What follows belongs to an exercise in optimizing a design on an open flow for small area, a short achievable clock period and few clock cycles; a production flow would make more cautious choices.
Only simulation tests tie the RTL to the original design; equivalence was not proved.
Power and IR drop assume default switching activity.

--- run.sh ---
#!/bin/bash
# synth_recipe.tcl (not shown) runs the flow's synth.tcl, then flattens the netlist and writes it again
# the make line also repeats each setting of config.mk as NAME=value (left out here)
make -C /OpenROAD-flow-scripts/flow DESIGN_CONFIG=/design/flow/config.mk WORK_HOME=/design/flow/orfs CLKGATE_MAP_FILE= SYNTH_SCRIPT=/design/flow/synth_recipe.tcl finish
--- config.mk ---
export PLATFORM = sky130hd
export DESIGN_NAME = qfb
export DESIGN_NICKNAME = qfb
export VERILOG_FILES = /design/flow/design.v
export SDC_FILE = /design/flow/constraint.sdc
export NUM_CORES = 4
export LEC_CHECK = 0
export CAP_MARGIN = 20
export CORE_MARGIN = 2
export CORE_UTILIZATION = 40
export CTS_BUF_LIST = sky130_fd_sc_hd__clkbuf_8
export CTS_CLUSTER_DIAMETER = 55
export CTS_CLUSTER_SIZE = 15
export PLACE_DENSITY = 0.5
export SETUP_SLACK_MARGIN = 5
export SLEW_MARGIN = 20
export SYNTH_MEMORY_MAX_BITS = 16384
--- constraint.sdc ---
create_clock -name core_clock -period 10.0 [get_ports {clk}]
set_input_delay 2.0000 -clock core_clock [delete_from_list [all_inputs] [get_ports {clk}]]
set_output_delay 2.0000 -clock core_clock [all_outputs]
set_load 0.01 [all_outputs]
--- design.v ---
module qfb (
    input             clk,
    input             rst,
    input             req_valid,
    output            req_ready,
    input             req_write,
    input      [7:0]  req_addr,
    input      [31:0] req_wdata,
    output reg        rsp_valid,
    output reg [31:0] rsp_data,
    output reg        out_valid,
    input             out_ready,
    output reg [2:0]  out_kind,
    output reg [47:0] out_data
);
    localparam [3:0] R_OK = 4'h0, R_MISMATCH = 4'h1, R_OPCODE = 4'h2, R_STATE = 4'h3,
                     R_BUSY = 4'h4, R_CONFIG = 4'h5, R_RANGE = 4'h6, R_LENGTH = 4'h7,
                     R_CAPACITY = 4'h8, R_ACCESS = 4'h9;
    localparam [1:0] M_IDLE = 2'd0, M_TX = 2'd1, M_RX = 2'd2;
    localparam [2:0] K_DATA = 3'd0, K_TX_FRAME = 3'd1, K_TX_DONE = 3'd2, K_RX_ACCEPT = 3'd3,
                     K_RX_CRC_FAIL = 3'd4, K_RX_SEQ_REJECT = 3'd5, K_RX_LEN_REJECT = 3'd6,
                     K_RX_END = 3'd7;
    localparam [1:0] E_BULK = 2'd0, E_ENC = 2'd1, E_DEC = 2'd2;
    localparam [3:0] S_IDLE  = 4'd0,
                     S_ENG   = 4'd1,    
                     S_EWR0  = 4'd2,    
                     S_EWR1  = 4'd3,    
                     S_EWAIT = 4'd4,    
                     S_DV    = 4'd5,    
                     S_TE    = 4'd6,    
                     S_TF    = 4'd7,    
                     S_TD    = 4'd8,    
                     S_RV    = 4'd9,    
                     S_RE    = 4'd10,   
                     S_BR    = 4'd11;   
    reg  [1:0]  mode;
    reg  [3:0]  result;
    reg         len_over;
    reg  [15:0] frame_size;
    reg         allow_skip;
    reg         seq_mode;
    reg  [15:0] crc;
    reg  [15:0] bptr;
    reg  [7:0]  buf_data;
    reg  [15:0] tx_index;
    reg  [15:0] tx_length;
    reg  [31:0] tx_total;
    reg  [31:0] tx_remain;
    reg  [15:0] rx_index;
    reg  [15:0] rx_length;
    reg  [15:0] rx_stored;
    reg  [15:0] rx_calc;
    reg  [15:0] expected;
    reg  [7:0]  fcount;        
    reg         phase;
    reg         fs_ok_q;
    reg  [7:0]  pc8;           
    reg  [7:0]  p4r;           
    reg  [7:0]  p5r;           
    reg  [3:0]  state;
    reg  [3:0]  ns;            
    reg         nov;           
    reg         rdy;
    reg  [7:0]  ra;            
    reg  [7:0]  ran;           
    reg  [7:0]  rpa;           
    reg  [7:0]  rpb;           
    reg         fresh;         
    reg  [7:0]  kc;            
    reg  [15:0] acc;           
    reg  [1:0]  eop;           
    reg         rv;            
    reg  [31:0] rdata;
    reg  [5:0]  tag;           
    reg  [8:0]  rem;           
    reg         first;         
    reg  [1:0]  bs;            
    reg  [15:0] chk_idx;
    reg  [15:0] chk_len;
    reg  [7:0]  stlo;
    reg         tx_last;
    reg         rxp;           
    reg         rx_lt, rx_eq;  
    reg  [7:0]  rxpos;         
    reg         admit_q;
    reg         lenbad_q;
    reg  [5:0]  wr_word;
    reg  [3:0]  wr_mask;
    reg  [31:0] wr_data;
    reg  [2047:0] fb;
    genvar gw;
    generate
        for (gw = 0; gw < 256; gw = gw + 1) begin : g_fb
            always @(posedge clk)
                if (wr_mask[gw % 4] && wr_word == gw / 4)
                    fb[8*gw +: 8] <= wr_data[8*(gw % 4) +: 8];
        end
    endgenerate
    reg  [31:0] rword;
    integer w;
    always @(*) begin
        rword = 32'd0;
        for (w = 0; w < 64; w = w + 1)
            rword = rword | ({32{rpa[w / 8] & rpb[w % 8]}} & fb[32*w +: 32]);
    end
    assign req_ready = rdy;
    function [15:0] crc_step;
        input [15:0] c;
        input [7:0]  b;
        integer i;
        reg [15:0] x;
        begin
            x = c ^ {b, 8'h00};
            for (i = 0; i < 8; i = i + 1)
                x = x[15] ? ((x << 1) ^ 16'h1021) : (x << 1);
            crc_step = x;
        end
    endfunction
    function [15:0] crc_amask;
        input integer nb;
        input integer i;
        integer j, k;
        reg [15:0] v;
        begin
            crc_amask = 16'd0;
            for (j = 0; j < 16; j = j + 1) begin
                v = 16'd1 << j;
                for (k = 0; k < nb; k = k + 1)
                    v = crc_step(v, 8'd0);
                crc_amask[j] = v[i];
            end
        end
    endfunction
    function [31:0] crc_dmask;
        input integer nb;
        input integer i;
        integer j, k;
        reg [15:0] v;
        reg [31:0] d;
        begin
            crc_dmask = 32'd0;
            for (j = 0; j < 8 * nb; j = j + 1) begin
                d = 32'd1 << j;
                v = 16'd0;
                for (k = 0; k < nb; k = k + 1)
                    v = crc_step(v, d[8*k +: 8]);
                crc_dmask[j] = v[i];
            end
        end
    endfunction
    function [7:0] lane;
        input [31:0] w;
        input [1:0]  l;
        begin
            case (l)
                2'd0: lane = w[7:0];
                2'd1: lane = w[15:8];
                2'd2: lane = w[23:16];
                default: lane = w[31:24];
            endcase
        end
    endfunction
    wire [7:0]  p4       = p4r;                               
    wire [7:0]  p5       = p5r;                               
    wire        fs_ok    = fs_ok_q;
    wire [7:0]  op       = req_wdata[7:0];
    wire [7:0]  opb      = req_wdata[15:8];
    wire [15:0] oph      = req_wdata[31:16];
    wire        fmt_n_ok = (req_wdata[31:8] == 24'd0);
    wire        fmt_b_ok = (req_wdata[31:16] == 16'd0);
    wire        fmt_h_ok = (req_wdata[15:8] == 8'd0);
    wire        bptr_hi  = (bptr > 16'd256);
    wire [8:0]  bulk_lim = 9'd256 - bptr[8:0];
    wire        bulk_bad = bptr_hi || (oph[15:9] != 7'd0) || (oph[8:0] > bulk_lim);
    wire [8:0]  fc1      = {1'b0, fcount} + 9'd1;
    wire [31:0] tx_rem1  = tx_remain - 32'd1;
    wire        tx_end   = (tx_remain == 32'd1);
    wire        tx_fend  = (fc1 == {1'b0, pc8}) || tx_end;
    wire        rx_fend  = (fcount == p5);
    wire        len_big  = (tx_length[15:8] != 8'd0) || (tx_length[7:0] > pc8);
    wire        chk_big  = (chk_len[15:8] != 8'd0) || (chk_len[7:0] > pc8);
    wire        cap_big  = (tx_total[31:24] != 8'd0) || (tx_total[23:16] > pc8) ||
                           ((tx_total[23:16] == pc8) && (tx_total[15:0] != 16'd0));
    wire        idle     = (mode == M_IDLE);
    wire        adv      = !out_valid || out_ready;
    wire        acc_req  = req_valid && rdy;
    wire [7:0]  tx_wpos  = fcount + 8'd4;
    wire        a_rd     = acc_req && !req_write;
    wire        a_wr     = acc_req && req_write && (req_addr != 8'h00);
    wire        a_cmd    = acc_req && req_write && (req_addr == 8'h00);
    wire        ad_rw    = (req_addr == 8'h08) || (req_addr == 8'h0C) || (req_addr == 8'h10) ||
                           (req_addr == 8'h18) || (req_addr == 8'h1C) || (req_addr == 8'h20);
    wire [3:0]  w_res    = !ad_rw ? R_ACCESS : !idle ? R_BUSY : result;
    wire        w_ok     = a_wr && ad_rw && idle;
    wire        w_cfg    = w_ok && (req_addr == 8'h08);
    wire        w_crc    = w_ok && (req_addr == 8'h0C);
    wire        w_bptr   = w_ok && (req_addr == 8'h10);
    wire        w_txi    = w_ok && (req_addr == 8'h18);
    wire        w_txl    = w_ok && (req_addr == 8'h1C);
    wire        w_txt    = w_ok && (req_addr == 8'h20);
    wire        o_nop    = (op == 8'h00) && fmt_n_ok;
    wire        o_cinit  = (op == 8'h10) && fmt_n_ok;
    wire        o_cstep  = (op == 8'h11) && fmt_b_ok;
    wire        o_bulk   = (op == 8'h12) && fmt_h_ok;
    wire        o_setptr = (op == 8'h20) && fmt_h_ok;
    wire        o_bwrite = (op == 8'h21) && fmt_b_ok;
    wire        o_bread  = (op == 8'h22) && fmt_n_ok;
    wire        o_enc    = (op == 8'h30) && fmt_n_ok;
    wire        o_dec    = (op == 8'h31) && fmt_n_ok;
    wire        o_txs    = (op == 8'h40) && fmt_n_ok;
    wire        o_txb    = (op == 8'h41) && fmt_b_ok;
    wire        o_rxs    = (op == 8'h50) && fmt_n_ok;
    wire        o_rxb    = (op == 8'h51) && fmt_b_ok;
    wire        o_rxe    = (op == 8'h52) && fmt_n_ok;
    wire        o_abort  = (op == 8'h60) && fmt_n_ok;
    wire        o_idle   = o_cinit || o_cstep || o_bulk || o_setptr || o_bwrite || o_bread ||
                           o_enc || o_dec || o_txs || o_rxs;        
    wire        o_known  = o_idle || o_nop || o_txb || o_rxb || o_rxe || o_abort;
    wire        bptr_lo  = (bptr[15:8] == 8'd0);
    wire        bulk0    = (oph == 16'd0);
    reg  [3:0]  c_res;
    always @(*) begin
        if (!o_known)
            c_res = R_OPCODE;
        else if (o_idle && !idle)
            c_res = R_BUSY;
        else if (o_txb && mode != M_TX)
            c_res = idle ? R_STATE : R_BUSY;
        else if ((o_rxb || o_rxe) && mode != M_RX)
            c_res = idle ? R_STATE : R_BUSY;
        else if ((o_enc || o_dec || o_txs || o_rxs) && !fs_ok)
            c_res = R_CONFIG;
        else if ((o_bulk && bulk_bad) || ((o_bwrite || o_bread) && !bptr_lo))
            c_res = R_RANGE;
        else if (o_enc && len_big)
            c_res = R_LENGTH;
        else if (o_txs && cap_big)
            c_res = R_CAPACITY;
        else
            c_res = R_OK;
    end
    wire        g_cinit  = a_cmd && o_cinit && idle;
    wire        g_cstep  = a_cmd && o_cstep && idle;
    wire        g_bulk   = a_cmd && o_bulk && idle && !bulk_bad;
    wire        g_bulk0  = g_bulk && bulk0;
    wire        g_setptr = a_cmd && o_setptr && idle;
    wire        g_bwrite = a_cmd && o_bwrite && idle && bptr_lo;
    wire        g_bread  = a_cmd && o_bread && idle && bptr_lo;
    wire        g_enc    = a_cmd && o_enc && idle && fs_ok && !len_big;
    wire        g_dec    = a_cmd && o_dec && idle && fs_ok;
    wire        g_txs    = a_cmd && o_txs && idle && fs_ok && !cap_big;
    wire        g_txb    = a_cmd && o_txb && (mode == M_TX);
    wire        g_rxs    = a_cmd && o_rxs && idle && fs_ok;
    wire        g_rxb    = a_cmd && o_rxb && (mode == M_RX);
    wire        g_rxe    = a_cmd && o_rxe && (mode == M_RX);
    wire        g_abort  = a_cmd && o_abort;
    reg [31:0] rd_val;
    always @(*) begin
        rd_val = 32'd0;
        case (req_addr)
            8'h04: rd_val = {25'd0, len_over, mode, result};
            8'h08: rd_val = {14'd0, seq_mode, allow_skip, frame_size};
            8'h0C: rd_val = {16'd0, crc};
            8'h10: rd_val = {16'd0, bptr};
            8'h14: rd_val = {24'd0, buf_data};
            8'h18: rd_val = {16'd0, tx_index};
            8'h1C: rd_val = {16'd0, tx_length};
            8'h20: rd_val = tx_total;
            8'h24: rd_val = tx_remain;
            8'h28: rd_val = {16'd0, rx_index};
            8'h2C: rd_val = {16'd0, rx_length};
            8'h30: rd_val = {rx_calc, rx_stored};
            8'h34: rd_val = {16'd0, expected};
            8'h38: rd_val = {15'd0, phase, 8'd0, fcount};
            default: rd_val = 32'd0;
        endcase
    end
    wire        eng_enc  = (eop == E_ENC);
    wire        eng_on   = (state == S_ENG);
    wire [8:0]  enc_lim  = 9'd4 + {1'b0, tx_length[7:0]};
    reg  [31:0] edat;
    integer l;
    always @(*) begin
        for (l = 0; l < 4; l = l + 1) begin
            if (eng_on && eng_enc && ra[7:2] == 6'd0)
                edat[8*l +: 8] = lane({tx_length, tx_index}, l[1:0]);
            else if (eng_on && eng_enc && ({1'b0, ra[7:2], l[1:0]} >= enc_lim))
                edat[8*l +: 8] = 8'd0;
            else if (eng_on && first && !rv && l[1:0] < bs)
                edat[8*l +: 8] = 8'd0;
            else
                edat[8*l +: 8] = rword[8*l +: 8];
        end
    end
    wire [2:0]  en    = (rem >= 9'd4) ? 3'd4 : rem[2:0];
    wire [15:0] ec1, ec2, ec3, ec4;
    genvar gi;
    generate
        for (gi = 0; gi < 16; gi = gi + 1) begin : g_crc
            localparam [15:0] A1 = crc_amask(1, gi), A2 = crc_amask(2, gi),
                              A3 = crc_amask(3, gi), A4 = crc_amask(4, gi);
            localparam [31:0] D1 = crc_dmask(1, gi), D2 = crc_dmask(2, gi),
                              D3 = crc_dmask(3, gi), D4 = crc_dmask(4, gi);
            assign ec1[gi] = ^(acc & A1) ^ ^(rdata & D1);
            assign ec2[gi] = ^(acc & A2) ^ ^(rdata & D2);
            assign ec3[gi] = ^(acc & A3) ^ ^(rdata & D3);
            assign ec4[gi] = ^(acc & A4) ^ ^(rdata & D4);
        end
    endgenerate
    reg  [15:0] eacc;
    always @(*) begin
        case (en)
            3'd0: eacc = acc;
            3'd1: eacc = ec1;
            3'd2: eacc = ec2;
            3'd3: eacc = ec3;
            default: eacc = ec4;
        endcase
    end
    wire        e_last = (eop == E_DEC) ? (tag == p5[7:2]) : (rem <= 9'd4);
    wire [8:0]  tx_lim = 9'd4 + {1'b0, tx_length[7:0]};
    wire        bsel   = (mode == M_RX);
    wire [15:0] accn   = crc_step((bsel && rxpos == 8'd0) ? 16'hFFFF : acc,
                                  bsel ? wr_data[7:0] : out_data[7:0]);
    reg         te_hdr, te_pay, te_low, te_clo, te_last;
    wire [8:0]  kc1    = {1'b0, kc} + 9'd1;
    reg  [7:0]  te_wbyte;      
    always @(*) begin
        if (te_hdr)
            te_wbyte = lane({tx_length, tx_index}, kc[1:0]);
        else if (te_low)
            te_wbyte = 8'd0;
        else if (te_clo)
            te_wbyte = accn[7:0];
        else
            te_wbyte = acc[15:8];
    end
    wire [7:0]  te_byte = te_pay ? lane(rdata, kc[1:0]) : te_wbyte;
    wire [15:0] rx_st  = {wr_data[7:0], stlo};
    wire        rx_ok  = (acc == rx_st);
    wire        dv_ok  = (acc == {rx_stored[15:8], stlo});
    always @(posedge clk) begin
        ns  = state;
        nov = out_valid && !out_ready;
        ran = ra;
        if (rst) begin
            mode       <= M_IDLE;
            result     <= R_OK;
            len_over   <= 1'b0;
            frame_size <= 16'd1024;
            fs_ok_q    <= 1'b0;
            allow_skip <= 1'b0;
            seq_mode   <= 1'b0;
            crc        <= 16'hFFFF;
            bptr       <= 16'd0;
            buf_data   <= 8'd0;
            tx_index   <= 16'd0;
            tx_length  <= 16'd0;
            tx_total   <= 32'd0;
            tx_remain  <= 32'd0;
            rx_index   <= 16'd0;
            rx_length  <= 16'd0;
            rx_stored  <= 16'd0;
            rx_calc    <= 16'd0;
            expected   <= 16'd0;
            fcount     <= 8'd0;
            phase      <= 1'b0;
            state      <= S_IDLE;
            rdy        <= 1'b1;
            ra         <= 8'd0;
            rpa        <= 8'd1;
            rpb        <= 8'd1;
            fresh      <= 1'b0;
            rv         <= 1'b0;
            rxp        <= 1'b0;
            wr_mask    <= 4'd0;
            rsp_valid  <= 1'b0;
            out_valid  <= 1'b0;
        end else begin
            rsp_valid <= 1'b0;
            rsp_data  <= rd_val;
            wr_mask   <= 4'd0;
            rxp       <= 1'b0;
            admit_q   <= allow_skip ? (chk_idx >= expected) : (chk_idx == expected);
            lenbad_q  <= chk_big;
            if (rxp) begin
                if (rx_lt)
                    acc <= accn;
                case (rxpos)
                    8'd0: chk_idx[7:0]  <= wr_data[7:0];
                    8'd1: chk_idx[15:8] <= wr_data[7:0];
                    8'd2: chk_len[7:0]  <= wr_data[7:0];
                    8'd3: chk_len[15:8] <= wr_data[7:0];
                    default: ;
                endcase
                if (rx_eq)
                    stlo <= wr_data[7:0];
            end
            case (state)
            S_IDLE: begin
                wr_data  <= {4{opb}};
                wr_word  <= (mode == M_TX) ? tx_wpos[7:2] : (mode == M_RX) ? fcount[7:2] : bptr[7:2];
                rxpos    <= fcount;
                tx_last  <= tx_end;
                kc       <= 8'd0;
                te_hdr   <= 1'b1;
                te_pay   <= 1'b0;
                te_low   <= 1'b1;
                te_clo   <= 1'b0;
                te_last  <= 1'b0;
                rx_lt    <= (fcount < p4);
                rx_eq    <= (fcount == p4);
                rv       <= 1'b0;
                first    <= 1'b1;
                eop      <= !op[5] ? E_BULK : op[0] ? E_DEC : E_ENC;
                bs       <= !op[5] ? bptr[1:0] : 2'd0;
                rem      <= !op[5] ? oph[8:0] : {1'b0, p4};
                if (adv) begin
                    out_kind <= op[1] ? K_RX_END : K_TX_DONE;
                    out_data <= {40'd0, (op[1] && !phase) ? fcount : 8'd0};
                end
                if (a_rd)
                    rsp_valid <= 1'b1;
                if (a_wr)
                    result <= w_res;
                if (w_cfg) begin
                    frame_size <= req_wdata[15:0];
                    fs_ok_q    <= (req_wdata[15:0] >= 16'd7) && (req_wdata[15:0] <= 16'd256);
                    pc8        <= req_wdata[7:0] - 8'd6;
                    p4r        <= req_wdata[7:0] - 8'd2;
                    p5r        <= req_wdata[7:0] - 8'd1;
                    allow_skip <= req_wdata[16];
                    seq_mode   <= req_wdata[17];
                end
                if (w_crc)   crc       <= req_wdata[15:0];
                if (w_bptr)  begin bptr <= req_wdata[15:0]; ran = req_wdata[7:0]; end
                if (w_txi)   tx_index  <= req_wdata[15:0];
                if (w_txl)   tx_length <= req_wdata[15:0];
                if (w_txt)   tx_total  <= req_wdata;
                if (a_cmd)
                    result <= c_res;
                if (g_cinit || g_bulk0)
                    crc <= 16'hFFFF;
                if (g_cstep)
                    crc <= crc_step(crc, opb);
                if (g_bulk && !bulk0)
                    ns = S_ENG;
                if (g_setptr) begin
                    bptr <= oph;
                    ran  = oph[7:0];
                end
                if (g_bwrite) begin
                    wr_mask <= 4'd1 << bptr[1:0];
                    bptr    <= bptr + 16'd1;
                    ran     = ra + 8'd1;
                end
                if (g_bread) begin
                    if (fresh) begin
                        buf_data <= lane(rdata, ra[1:0]);
                        bptr     <= bptr + 16'd1;
                        ran      = ra + 8'd1;
                    end else
                        ns = S_BR;
                end
                if (g_enc || g_dec) begin
                    ran = 8'd0;
                    ns  = S_ENG;
                end
                if (g_txs) begin
                    tx_index  <= 16'd0;
                    tx_remain <= tx_total;
                    fcount    <= 8'd0;
                    phase     <= 1'b0;
                    if (tx_total == 32'd0)
                        nov = 1'b1;
                    else
                        mode <= M_TX;
                end
                if (g_txb) begin
                    fcount    <= fc1[7:0];
                    tx_remain <= tx_rem1;
                    wr_mask   <= 4'd1 << tx_wpos[1:0];
                    if (tx_fend) begin
                        tx_length <= {7'd0, fc1};
                        ran       = 8'd4;
                        ns        = S_TE;
                    end
                end
                if (g_rxs) begin
                    expected <= 16'd0;
                    fcount   <= 8'd0;
                    phase    <= 1'b0;
                    mode     <= M_RX;
                    ran      = 8'd4;
                end
                if (g_rxb) begin
                    if (phase)
                        phase <= 1'b0;
                    else begin
                        wr_mask <= 4'd1 << fcount[1:0];
                        rxp     <= 1'b1;
                        if (rx_fend) begin
                            fcount <= 8'd0;
                            phase  <= 1'b1;
                            ns     = S_RV;
                        end else
                            fcount <= fc1[7:0];
                    end
                end
                if (g_rxe || g_abort) begin
                    mode   <= M_IDLE;
                    fcount <= 8'd0;
                    phase  <= 1'b0;
                    ran    = bptr[7:0];
                end
                if (g_rxe)
                    nov = 1'b1;
            end
            S_ENG: begin
                rdata <= edat;
                tag   <= ra[7:2];
                rv    <= 1'b1;
                ran   = ra + 8'd4;
                if (!rv) begin
                    rem <= rem + {7'd0, bs};
                    case (bs)
                        2'd0: acc <= 16'hFFFF;
                        2'd1: acc <= 16'h1E0C;
                        2'd2: acc <= 16'h84CF;
                        default: acc <= 16'h2D71;
                    endcase
                end
                if (rv) begin
                    acc   <= eacc;
                    rem   <= (rem[8:2] != 7'd0) ? {rem[8:2] - 7'd1, rem[1:0]} : 9'd0;
                    first <= 1'b0;
                    if (eng_enc) begin
                        wr_word <= tag;
                        wr_mask <= (en == 3'd4) ? 4'b1111 : (en == 3'd3) ? 4'b0111 :
                                   (en == 3'd2) ? 4'b0011 : (en == 3'd1) ? 4'b0001 : 4'b0000;
                        wr_data <= rdata;
                    end
                    if (eop == E_DEC) begin
                        if (tag == 6'd0) begin
                            chk_idx <= rdata[15:0];
                            chk_len <= rdata[31:16];
                        end
                        if (tag == p4[7:2]) stlo <= lane(rdata, p4[1:0]);
                        if (tag == p5[7:2]) rx_stored[15:8] <= lane(rdata, p5[1:0]);
                    end
                    if (e_last) begin
                        rv <= 1'b0;
                        case (eop)
                            E_BULK: begin
                                crc <= eacc;
                                ran = bptr[7:0];
                                ns  = S_IDLE;
                            end
                            E_ENC:   ns = S_EWR0;
                            default: ns = S_DV;
                        endcase
                    end
                end
            end
            S_EWR0: begin
                wr_word <= p4[7:2];
                wr_mask <= 4'd1 << p4[1:0];
                wr_data <= {4{acc[7:0]}};
                ns = S_EWR1;
            end
            S_EWR1: begin
                wr_word <= p5[7:2];
                wr_mask <= 4'd1 << p5[1:0];
                wr_data <= {4{acc[15:8]}};
                crc     <= acc;
                ns = S_EWAIT;
            end
            S_EWAIT: begin
                ran = bptr[7:0];
                ns = S_IDLE;
            end
            S_DV: begin
                rx_stored[7:0] <= stlo;
                rx_calc   <= acc;
                crc       <= acc;
                len_over  <= dv_ok && chk_big;
                if (dv_ok) begin
                    rx_index  <= chk_idx;
                    rx_length <= chk_len;
                end
                result <= dv_ok ? R_OK : R_MISMATCH;
                ran = bptr[7:0];
                ns = S_IDLE;
            end
            S_TE: if (adv) begin
                nov      = 1'b1;
                out_kind <= K_DATA;
                out_data <= {40'd0, te_byte};
                if (te_hdr && kc[1:0] == 2'd0)
                    acc <= 16'hFFFF;
                else if (te_low || te_clo)
                    acc <= accn;
                te_hdr  <= (kc1 < 9'd4);
                te_pay  <= (kc1 >= 9'd4) && (kc1 < tx_lim);
                te_low  <= (kc1 < {1'b0, p4});
                te_clo  <= (kc1 == {1'b0, p4});
                te_last <= (kc1 == {1'b0, p5});
                if (!te_pay) begin
                    wr_word <= kc[7:2];
                    wr_mask <= 4'd1 << kc[1:0];
                    wr_data <= {4{te_wbyte}};
                end
                if (kc[1:0] == 2'd3) begin
                    rdata <= rword;
                    ran   = ra + 8'd4;
                end
                kc <= kc + 8'd1;
                if (te_last) begin
                    crc <= acc;
                    ns  = S_TF;
                end
            end
            S_TF: if (adv) begin
                nov      = 1'b1;
                out_kind <= K_TX_FRAME;
                out_data <= {16'd0, tx_length, tx_index};
                tx_index <= tx_index + 16'd1;
                fcount   <= 8'd0;
                if (tx_last)
                    ns = S_TD;
                else begin
                    ran = bptr[7:0];
                    ns  = S_IDLE;
                end
            end
            S_TD: if (adv) begin
                nov      = 1'b1;
                out_kind <= K_TX_DONE;
                out_data <= {31'd0, tx_index == 16'd0, tx_index};
                mode     <= M_IDLE;
                ran      = bptr[7:0];
                ns       = S_IDLE;
            end
            S_RV: begin
                rx_stored <= rx_st;
                rx_calc   <= acc;
                crc       <= acc;
                len_over  <= rx_ok && lenbad_q;
                if (rx_ok) begin
                    rx_index  <= chk_idx;
                    rx_length <= chk_len;
                end
                nov = 1'b1;
                ns  = S_IDLE;
                if (!rx_ok) begin
                    out_kind <= K_RX_CRC_FAIL;
                    out_data <= {acc, rx_st, chk_idx};
                end else if (!admit_q) begin
                    out_kind <= K_RX_SEQ_REJECT;
                    out_data <= {16'd0, expected, chk_idx};
                end else if (lenbad_q) begin
                    out_kind <= K_RX_LEN_REJECT;
                    out_data <= {16'd0, chk_len, chk_idx};
                end else begin
                    expected <= seq_mode ? chk_idx + 16'd1 : chk_idx;
                    if (chk_len == 16'd0) begin
                        out_kind <= K_RX_ACCEPT;
                        out_data <= {16'd0, chk_len, chk_idx};
                    end else begin
                        out_kind <= K_DATA;
                        out_data <= {40'd0, rdata[7:0]};
                        kc  <= 8'd5;
                        ran = 8'd8;
                        ns  = S_RE;
                    end
                end
            end
            S_RE: if (adv) begin
                nov = 1'b1;
                if ({1'b0, kc} == 9'd4 + {1'b0, chk_len[7:0]}) begin
                    out_kind <= K_RX_ACCEPT;
                    out_data <= {16'd0, chk_len, chk_idx};
                    ran = 8'd4;
                    ns  = S_IDLE;
                end else begin
                    out_kind <= K_DATA;
                    out_data <= {40'd0, lane(rdata, kc[1:0])};
                    if (kc[1:0] == 2'd3) begin
                        rdata <= rword;
                        ran   = ra + 8'd4;
                    end
                    kc <= kc + 8'd1;
                end
            end
            S_BR: begin
                buf_data <= lane(rdata, ra[1:0]);
                bptr     <= bptr + 16'd1;
                ran      = ra + 8'd1;
                ns       = S_IDLE;
            end
            default: ns = S_IDLE;
            endcase
            if (state == S_IDLE)
                rdata <= rword;
            fresh     <= (state == S_IDLE) && !(acc_req && req_write) && (wr_mask == 4'd0);
            ra        <= ran;
            rpa       <= 8'd1 << ran[7:5];
            rpb       <= 8'd1 << ran[4:2];
            state     <= ns;
            out_valid <= nov;
            rdy       <= (ns == S_IDLE) && !nov;
        end
    end
endmodule
==> impl_metrics.json, run 1 <==
{
  "drv_slew": 0,
  "grt-ovfl-total": 0,
  "design_power_total_uw": 21100,
  "wl_mm": 572,
  "syn_nets": 8625,
  "die_h_um": 537,
  "fill_cells": 25720,
  "gp_congestion": 0.992,
  "rsz0062_at_grt": "true",
  "coreArea_sq_mm": 0.283,
  "grt_pass1_wl_mm": 747,
  "initial_core_util": 0.402,
  "relSlewSlack": 0.102,
  "post_route_cells_drive_above_1_share": 0.112,
  "grt_max_degree": 204,
  "synth_enable_flop_cells": 2325,
  "ir_drop_v": 0.000109,
  "clk_pin_slew_ps": 90,
  "ys_warn_count": 1,
  "drt_iter0_drc": 14624,
  "die_width_um": 537,
  "synthDistinctLibCells": 104,
  "setup_tns_ps": 0,
  "async_flop_share": 0,
  "place_hpwl_mm": 382,
  "cts_max_path_buffers": 4,
  "fp.dieArea_sq_mm": 0.288,
  "final_common_cell": "edfxtp_1",
  "yosysTopAreaCell": "edfxtp_1",
  "fin_worst_skew_ps": 98.5,
  "num_vias": 85658,
  "boundaryPins": 131,
  "synth_seq_cells": 2614,
  "hold_viol": 0,
  "mostFrequentLayoutCells": "2,325 x edfxtp_1, 595 x nand2_1, 566 x a22o_1",
  "cts_tree": "yes",
  "worstSkewPairLatency_ps": 1140,
  "fmax_ghz": 0.200,
  "vias_per_cell": 6.84,
  "num_rows": 195,
  "area_growth_pct": 10.7,
  "required_ps": 10660,
  "synth_top_area_frac": 0.614,
  "grt_pass1_vias": 78759,
  "pre_cts_ws_ps": 3340,
  "p_per_area_mw_per_mm2": 168,
  "fin_crit_sh": 0.499,
  "syn_area_sq_mm": 0.114,
  "critPathCaptureType": "flop",
  "finalCriticalPeriod_ps": 4990,
  "antenna_found_initial": 57,
  "max_cap_viol_count": 0,
  "yosys-top-cells-area": "edfxtp_1 61%, dfxtp_1 5.1%, a22o_1 4.4%, a221oi_1 4.1%, nand2_1 2.0%",
  "critPathLaunchType": "input port",
  "outcome": "complete, no violations",
  "p_leak_uw": 0.0410,
  "synth_ff_type": "edfxtp_1",
  "track_usage": 0.387,
  "finalNetCount": 8727,
  "finalSetupViolations": 0,
  "worst_pin_slew_ps": 1340,
  "htreeDepth": 5,
  "synthCells": 8454,
  "ant_nets": 0,
  "drc": 0,
  "cts.sink_count": 2614,
  "critPathArrivalTime_ps": 5650,
  "min_path_type": "flop to flop",
  "firstDrtPassIters": 10,
  "io_buffer_count": 130,
  "cts_buffers": 280,
  "syn_avg_cell_area_sq_um": 13.4,
  "crit_fanout": 22,
  "postLayoutSetupSlackWorst_ps": 5010,
  "yosysSeqAreaShare": 0.665,
  "wire_per_inst_um": 45.7,
  "holdBufCountCts": 0,
  "cts_root_buf": "clkbuf_8",
  "crit_type": "input port to flop"
}
## sequential cells by signal, summed over array words and instances, names as in the netlist, 32 cells and up
register,flops
wr_data,32
fb,2048
tx_remain,32
out_data,48
tx_total,32
rdata,32
rsp_data,32
## critical path, cell delays in order
cell and delay, ps:
clkdlybuf4s50_1 560, or4_1 770, nor2_2 910, nand2_2 670, nor2_4 730
## metal layers
metal / GRT usage / vias up / share of wire
li1: - / 33412 / -
met1: 0.494 / 44204 / 0.37
met2: 0.592 / 6388 / 0.44
met3: 0.0899 / 1598 / 0.11
met4: 0.250 / 56 / 0.076
met5: 0 / - / 0.00067
## final timing paths
path,startpoint,end,slack [ps],cells past startpoint
worst min-delay path,rx_stored[6],rx_stored[6],460,2
worst min register to register,rx_stored[6],rx_stored[6],460,2
worst max-delay path,req_addr[5],p5r[0],5010,5
worst max register to register,wr_data[2],kc[5],5190,8
## what timing repair did
item / in CTS / in global routing
gates resized for setup: 7 / 7
endpoints found under the setup margin: 88 / 76
setup buffers: 0 / 6
pin swaps: 0 / 1
gates cloned: 0 / 0
## where the power goes
| group | internal [uW] | switching (uW) |
|---|---|---|
| Clock | 3310 | 4400 |
| Sequential | 11900 | 92.7 |
| Combinational | 482 | 929 |
| Total | 15700 | 5420 |
## cell families (layout without fill, tap and decap cells)
family	after synthesis	after routing	share of synthesized area
multiplexers	158	158	0.0162
AND/OR/NAND/NOR	2143	2143	0.0947
AO/OA/AOI/OAI	2222	2222	0.149
adder cells (fa/ha/maj)	126	126	0.0139
buffers and inverters	766	1042	0.0260
other	0	42	0
XOR/XNOR	425	425	0.0348
flip-flops	2614	2614	0.665
## through the flow
| stage | std cells | cell area, sq um | utilization | hold WS (ps) |
|---|---|---|---|---|
| 5_1_grt | 12479 | 126000 | 0.445 | 475 |
| 4_1_cts | 12466 | 126000 | 0.445 | 459 |
| 2_1_floorplan | 8454 | 114000 | - | 431 |
| 3_3_place_gp | 12008 | 120000 | 0.424 | 442 |
| 6_report | 12515 | 126000 | 0.445 | 462 |
| 3_5_place_dp | 12010 | 120000 | 0.424 | 447 |
## synthesized netlist by cell type, types with 21 or more instances
cell and instances:
edfxtp_1 2325, o21ai_0 280, buf_1 54, a22o_1 566
nor3_1 96, or3_1 21, mux2i_1 131, nor4_1 60
nand4_1 182, dfxtp_1 289, nand3_1 137, a221oi_1 528
and2_1 341, and3_1 70, a21oi_1 286, a211oi_1 62
a22oi_1 130, nor2_1 444, buf_2 34, nand2b_1 37
ha_1 125, clkbuf_1 555, or4_1 42, o211ai_1 36
nor2b_1 34, a21o_1 24, inv_1 112, xor2_1 146
nand2_1 597, xnor2_1 255, a31oi_1 29, a222oi_1 68
o22ai_1 26
## final cells by class
| type | count | area, sq um | area share |
|---|---|---|---|
| multi-input cells | 5074 | 35400 | 0.282 |
| clock buffers | 291 | 4010 | 0.0318 |
| repair buffers | 471 | 3890 | 0.0309 |
| clock inverters | 165 | 1680 | 0.0133 |
| diodes | 42 | 105 | 0.000835 |
| well taps | 3743 | 4680 | 0.0372 |
| flip-flops and latches | 2614 | 75600 | 0.601 |
| inverters | 115 | 434 | 0.00345 |
Testbench counts, summed over its fixed seeds: cycles 158,379.
==> inputs of run 2 (changes only) <==
--- a/design.v
+++ b/design.v
@@ -414,7 +414,7 @@
                 first    <= 1'b1;
                 eop      <= !op[5] ? E_BULK : op[0] ? E_DEC : E_ENC;
                 bs       <= !op[5] ? bptr[1:0] : 2'd0;
-                rem      <= !op[5] ? oph[8:0] : {1'b0, p4};
+                rem      <= !op[5] ? oph[8:0] + {7'd0, bptr[1:0]} : {1'b0, p4};
                 if (adv) begin
                     out_kind <= op[1] ? K_RX_END : K_TX_DONE;
                     out_data <= {40'd0, (op[1] && !phase) ? fcount : 8'd0};
@@ -522,7 +522,6 @@
                 rv    <= 1'b1;
                 ran   = ra + 8'd4;
                 if (!rv) begin
-                    rem <= rem + {7'd0, bs};
                     case (bs)
                         2'd0: acc <= 16'hFFFF;
                         2'd1: acc <= 16'h1E0C;
==> impl_metrics.json, run 2 <==
{
  "vias_per_cell": 6.82,
  "io_buffer_count": 130,
  "crit_fanout": 44,
  "firstDrtPassIters": 14,
  "hold_viol": 0,
  "ir_drop_v": 0.000143,
  "holdBufCountCts": 0,
  "worstSkewPairLatency_ps": 1170,
  "regArea_sq_mm": 0.0756,
  "top_register": "fb",
  "cts_tree": "yes",
  "drt_iter0_drc": 14214,
  "finalCriticalPeriod_ps": 4900,
  "fmax_ghz": 0.204,
  "cts_buffers": 275,
  "critPathLaunchType": "input port",
  "whs_ps": 458,
  "synthCells": 8512,
  "final_common_cell": "edfxtp_1",
  "p_leak_uw": 0.0407,
  "mostFrequentLayoutCells": "2,325 x edfxtp_1, 687 x nand2_1, 561 x a22o_1",
  "rsz0062_at_grt": "true",
  "clk_pin_slew_ps": 90,
  "finalSetupViolations": 0,
  "met3_usage": 0.0845,
  "synthDistinctLibCells": 104,
  "grt-ovfl-total": 0,
  "grt_pass1_vias": 79153,
  "drv_slew": 0,
  "cts.sink_count": 2614,
  "coreArea_sq_mm": 0.283,
  "grt-busiest-layer": "met2",
  "die_h_um": 537,
  "syn_area_sq_mm": 0.114,
  "yosysTopAreaCell": "edfxtp_1",
  "num_vias": 85349,
  "postPlaceCellArea_sq_mm": 0.120,
  "ys_warn_count": 1,
  "multi_input_area_sq_mm": 0.0353,
  "p_per_area_mw_per_mm2": 174,
  "ant_nets": 0,
  "fill_cells": 25747,
  "htreeDepth": 5,
  "fin_crit_sh": 0.490,
  "max_cap_viol_count": 0,
  "finalNetCount": 8736,
  "gp_congestion": 0.994,
  "worst_pin_slew_ps": 1360,
  "worstPathCellList": "clkdlybuf4s50_1, or4_1, nor3_4, and3_1, buf_4, nand2b_2, a31oi_1, nor2_1, nor4b_1",
  "setup_tns_ps": 0,
  "boundaryPins": 131,
  "yosys-top-cells-area": "edfxtp_1 61%, dfxtp_1 5.1%, a22o_1 4.3%, a221oi_1 4.2%, xnor2_1 2.4%",
  "required_ps": 10980,
  "wl_mm": 557,
  "die_width_um": 537,
  "reg_top3": "fb (2048), out_data (48)",
  "wire_per_inst_um": 44.5,
  "synth_enable_flop_cells": 2325,
  "fin_worst_skew_ps": 133,
  "place_hpwl_mm": 370,
  "num_rows": 195,
  "initial_core_util": 0.402,
  "post_route_cells_drive_above_1_share": 0.107,
  "crit_family": "simple AND/OR/NAND/NOR gates",
  "critPathArrivalTime_ps": 5880,
  "synth_ff_type": "edfxtp_1",
  "synth_top_area_frac": 0.614,
  "grt_max_degree": 76,
  "track_usage": 0.378,
  "final_area_sq_mm": 0.126,
  "syn_avg_cell_area_sq_um": 13.4,
  "drc": 0,
  "yosysMostFrequentCell": "edfxtp_1",
  "synth_seq_cells": 2614,
  "fp.dieArea_sq_mm": 0.288,
  "cts_root_buf": "clkbuf_8",
  "largest_reg_flops": 2048,
  "syn_nets": 8682,
  "yosysSeqAreaShare": 0.665,
  "async_flop_share": 0,
  "use_met1": 0.472,
  "cpPeakStageDelay_ps": 820,
  "critPathSlowestCell": "or4_1",
  "ys_top_cells_by_count": "2,325 x edfxtp_1, 688 x nand2_1, 610 x clkbuf_1",
  "grt_use_met2": 0.589,
  "antenna_found_initial": 42,
  "cts_max_path_buffers": 4,
  "grt_pass1_wl_mm": 734,
  "relSlewSlack": 0.0929,
  "outcome": "complete, no violations",
  "worstPathBufferInverterCount": 2,
  "crit_type": "input port to flop",
  "critPathCaptureType": "flop",
  "min_path_type": "flop to flop",
  "area_growth_pct": 10.6
}
run 2: metrics by stage:
stage | cells | setup WS [ps] | total power [uW] | utilization
after global placement | 12014 | 3820 | 14300 | 0.423
final | 12520 | 5100 | 21900 | 0.445
after CTS | 12471 | 5000 | 21800 | 0.444
after global routing | 12497 | 4980 | 22300 | 0.445
after floorplan | 8512 | 5000 | 13500 | -
after detailed placement | 12016 | 3800 | 14300 | 0.424
run 2: path summary, 6_finish.rpt:
kind / slack (ps) / cells after the start / to / start
max: 5100 / 9 / rpb[3] / req_addr[2]
min: 460 / 2 / rx_length[14] / rx_length[14]
max reg2reg: 5190 / 9 / acc[5] / rdata[0]
min reg2reg: 460 / 2 / rx_length[14] / rx_length[14]
run 2: power by group:
| part | leakage [uW] | total [uW] | internal [uW] | switching, uW |
|---|---|---|---|---|
| Combinational | 0.0142 | 1990 | 687 | 1300 |
| Sequential | 0.0235 | 12100 | 12000 | 133 |
| Clock | 0.00296 | 7750 | 3420 | 4330 |
| Total | 0.0407 | 21900 | 16100 | 5760 |
run 2: routing by layer:
metal,vias to the layer above,part of all wire
li1,33465,-
met1,44005,0.37
met2,6195,0.45
met3,1654,0.10
met4,30,0.080
met5,-,0.00044
run 2: cell type report:
type / instances / share of cell area
Inverter: 121 / 0.00365
Sequential cell: 2614 / 0.601
Tap cell: 3743 / 0.0372
Clock inverter: 171 / 0.0146
Clock buffer: 284 / 0.0311
Timing Repair Buffer: 459 / 0.0302
Multi-Input combinational cell: 5095 / 0.281
Antenna cell: 33 / 0.000657
run 2: cells by family after synthesis:
group,Yosys count,share of synthesized area
fa+ha+maj,125,0.0138
xor+xnor,443,0.0354
simple gates,2151,0.0951
compound gates,2272,0.152
flops,2614,0.665
buf+inv,803,0.0272
mux,104,0.0110
run 2: what timing repair did:
item,4_1_cts,5_1_grt
buffers inserted,0,4
pin swaps,0,2
gates resized for setup,6,15
endpoints found under the setup margin,21,60
run 2: tightest hold or removal path, stage by stage, from the launching register on:
cell     delay (ps)
dfxtp_1         320
nand2_1          50
a21oi_1          50
Testbench counts of run 2, summed over its fixed seeds: cycles 158,379.
==> inputs of run 3 (changes only) <==
--- a/config.mk
+++ b/config.mk
@@ -9,8 +9,8 @@
 export CORE_MARGIN = 2
 export CORE_UTILIZATION = 40
 export CTS_BUF_LIST = sky130_fd_sc_hd__clkbuf_8
-export CTS_CLUSTER_DIAMETER = 55
-export CTS_CLUSTER_SIZE = 15
+export CTS_CLUSTER_DIAMETER = 50
+export CTS_CLUSTER_SIZE = 12
 export PLACE_DENSITY = 0.5
 export SETUP_SLACK_MARGIN = 5
 export SLEW_MARGIN = 20
==> impl_metrics.json, run 3 <==
{
  "die_h_um": 537,
  "syn_nets": 8682,
  "synthCells": 8512,
  "final_common_cell": "edfxtp_1",
  "hold_viol": 0,
  "seqPwrFrac": 0.532,
  "synth_top_area_frac": 0.614,
  "critPathArrivalTime_ps": 5920,
  "r2r-end": "acc[5]",
  "min_path_type": "flop to flop",
  "cts_max_path_buffers": 4,
  "firstDrtPassIters": 11,
  "fill_cells": 25686,
  "largest_reg_flops": 2048,
  "syn_area_sq_mm": 0.114,
  "switchingPower_uw": 5970,
  "finalSetupViolations": 0,
  "mostFrequentLayoutCells": "2,325 x edfxtp_1, 687 x nand2_1, 561 x a22o_1",
  "grt_max_degree": 76,
  "drc": 0,
  "place_hpwl_mm": 370,
  "fin_worst_skew_ps": 137,
  "yosysSeqAreaShare": 0.665,
  "p_per_area_mw_per_mm2": 180,
  "coreArea_sq_mm": 0.283,
  "cts.sink_count": 2614,
  "initial_core_util": 0.402,
  "wire_per_inst_um": 44.2,
  "yosys-top-cells-area": "edfxtp_1 61%, dfxtp_1 5.1%, a22o_1 4.3%, a221oi_1 4.2%, xnor2_1 2.4%",
  "synthDistinctLibCells": 104,
  "syn_avg_cell_area_sq_um": 13.4,
  "p_clk_frac": 0.382,
  "ys_warn_count": 1,
  "synth_ff_type": "edfxtp_1",
  "required_ps": 11000,
  "fmax_ghz": 0.203,
  "design_power_total_uw": 22800,
  "p_int_uw": 16900,
  "rsz0062_at_grt": "false",
  "finalNetCount": 8791,
  "relSlewSlack": 0.0781,
  "track_usage": 0.378,
  "grt-ovfl-total": 0,
  "finalCriticalPeriod_ps": 4910,
  "worstHoldStart": "rx_calc[12]",
  "cts_buffers": 334,
  "reg2reg_depth": 9,
  "num_vias": 85992,
  "synth_seq_cells": 2614,
  "max_cap_viol_count": 0,
  "final_util": 0.449,
  "ys_top_cells_by_count": "2,325 x edfxtp_1, 688 x nand2_1, 610 x clkbuf_1",
  "critPathCaptureType": "flop",
  "gp_congestion": 0.994,
  "comb_power_share": 0.087,
  "r2r_start": "rdata[0]",
  "fp.dieArea_sq_mm": 0.288,
  "yosysTopAreaCell": "edfxtp_1",
  "setup_tns_ps": 0,
  "async_flop_share": 0,
  "worst_pin_slew_ps": 1380,
  "outcome": "complete, no violations",
  "ir_drop_v": 0.000127,
  "holdBufCountCts": 0,
  "yosysMostFrequentCell": "edfxtp_1",
  "critPathLaunchType": "input port",
  "clk_pin_slew_ps": 80,
  "worstPathCellList": "clkdlybuf4s50_1, or4_1, nor4_4, nand3_1, buf_4, and3_1, o21ai_0, o211ai_1, a31oi_1, nor2_1, nor4b_1",
  "htreeDepth": 5,
  "min_path_cells": 2,
  "wl_mm": 558,
  "crit_fanout": 43,
  "grt_pass1_vias": 79787,
  "critPathSlowestCell": "or4_1",
  "num_rows": 195,
  "crit_type": "input port to flop",
  "crit_family": "simple AND/OR/NAND/NOR gates",
  "grt_pass1_wl_mm": 735,
  "die_width_um": 537,
  "fin_crit_sh": 0.491,
  "post_route_cells_drive_above_1_share": 0.115,
  "vias_per_cell": 6.81,
  "switching_share": 0.262,
  "ant_nets": 0,
  "synth_enable_flop_cells": 2325,
  "boundaryPins": 131,
  "drt_iter0_drc": 14385,
  "area_growth_pct": 11.7,
  "worstSkewPairLatency_ps": 1210,
  "cts_tree": "yes",
  "r2r_slack_ps": 5140,
  "io_buffer_count": 130,
  "worstPathBufferInverterCount": 2,
  "cpPeakStageDelay_ps": 820,
  "drv_slew": 0,
  "hold_path_end": "rx_calc[12]",
  "cts_root_buf": "clkbuf_8",
  "p_leak_uw": 0.0413,
  "top_register": "fb",
  "reg_top3": "fb (2048), out_data (48)",
  "antenna_found_initial": 43
}
run 3: cell counts after synthesis:
No cell type changed its count.
run 3: worst max-delay path by stage:
stage	start	end	slack, ps	cells after the start
floorplan	req_wdata[0]	tx_index[15]	5000	15
global placement	req_addr[2]	crc[10]	3820	9
detailed placement	req_wdata[11]	tx_index[6]	3800	10
CTS	req_wdata[0]	tx_index[2]	5060	13
global route	req_addr[2]	rpb[3]	5040	11
finish	req_addr[2]	rpb[3]	5090	11
run 3: cells by family after synthesis:
logic type | Yosys count | share of synthesized area
compound gates | 2272 | 0.152
simple gates | 2151 | 0.0951
fa+ha+maj | 125 | 0.0138
mux | 104 | 0.0110
buf+inv | 803 | 0.0272
flops | 2614 | 0.665
xor+xnor | 443 | 0.0354
run 3: layer usage:
metal  global-route usage  part of all wire
met4                0.252             0.079
met2                0.589              0.45
met1                0.469              0.36
met3               0.0920              0.11
met5                    0           0.00041
run 3: what timing repair did:
item	CTS	global route
pin swaps	0	3
endpoints found under the setup margin	8	60
resized for setup	6	12
setup buffers	0	4
run 3: tightest hold or removal path: stages (launching register included):
cell     delay [ps]
dfxtp_1         310
nand2_1          50
a21oi_1          50
run 3: power by group through the flow:
stage	registers (uW)	logic, uW	clock network (uW)
after global placement	12400	1910	0
after CTS	12100	1920	8700
after floorplan	12400	1130	0
final	12100	1980	8710
after detailed placement	12400	1910	0
after global routing	12100	2070	9120
run 3: area by class of cell:
cell class	count	area [sq um]	share of cell area
Antenna cell	35	87.6	0.000690
Clock buffer	341	4690	0.0370
Clock inverter	229	2290	0.0181
Inverter	121	459	0.00362
Multi-Input combinational cell	5095	35300	0.278
Sequential cell	2614	75600	0.596
Tap cell	3743	4680	0.0369
Timing Repair Buffer	455	3780	0.0298
run 3: stage by stage:
step / hold slack (ps) / setup WS, ps / area [sq um] / instances
after floorplan: 429 / 5000 / 114000 / 8512
after global placement: 441 / 3820 / 120000 / 12014
after detailed placement: 445 / 3800 / 120000 / 12016
after CTS: 455 / 5060 / 127000 / 12586
after global routing: 467 / 5040 / 127000 / 12606
final: 452 / 5090 / 127000 / 12633

afterwards: timing with drivers on the ports:
Ports are ideal in the flow. The routed layouts listed here were re-timed in OpenROAD.
Step 1: set_driving_cell puts a clkbuf_16 on clk and a buf_2 on each other input, an assumption about the parent block.
Step 2 also shifts input and output timing later by t, the mid clock arrival at the registers, as if the neighbouring blocks saw the same clock.
Three values: ideal ports, drivers, drivers and shift; two values: the first two.
run	shift t [ns]	setup WS [ns]	hold WS [ns]	worst setup path after step 2
run 1	1.178	5.011 / 5.089 / 3.911	0.462 / 0.462 / 0.462	input to register
run 2	1.212	5.097 / 5.175 / 3.964	0.458 / 0.458 / 0.458	input to register
run 3	1.242	5.086 / 5.140 / 3.924	0.452 / 0.452 / 0.452	input to register
After both steps setup and hold are still met in every run listed. The setup slack of run 3, which loses most, moves by +0.054 ns with the drivers and by -1.162 ns with both steps.
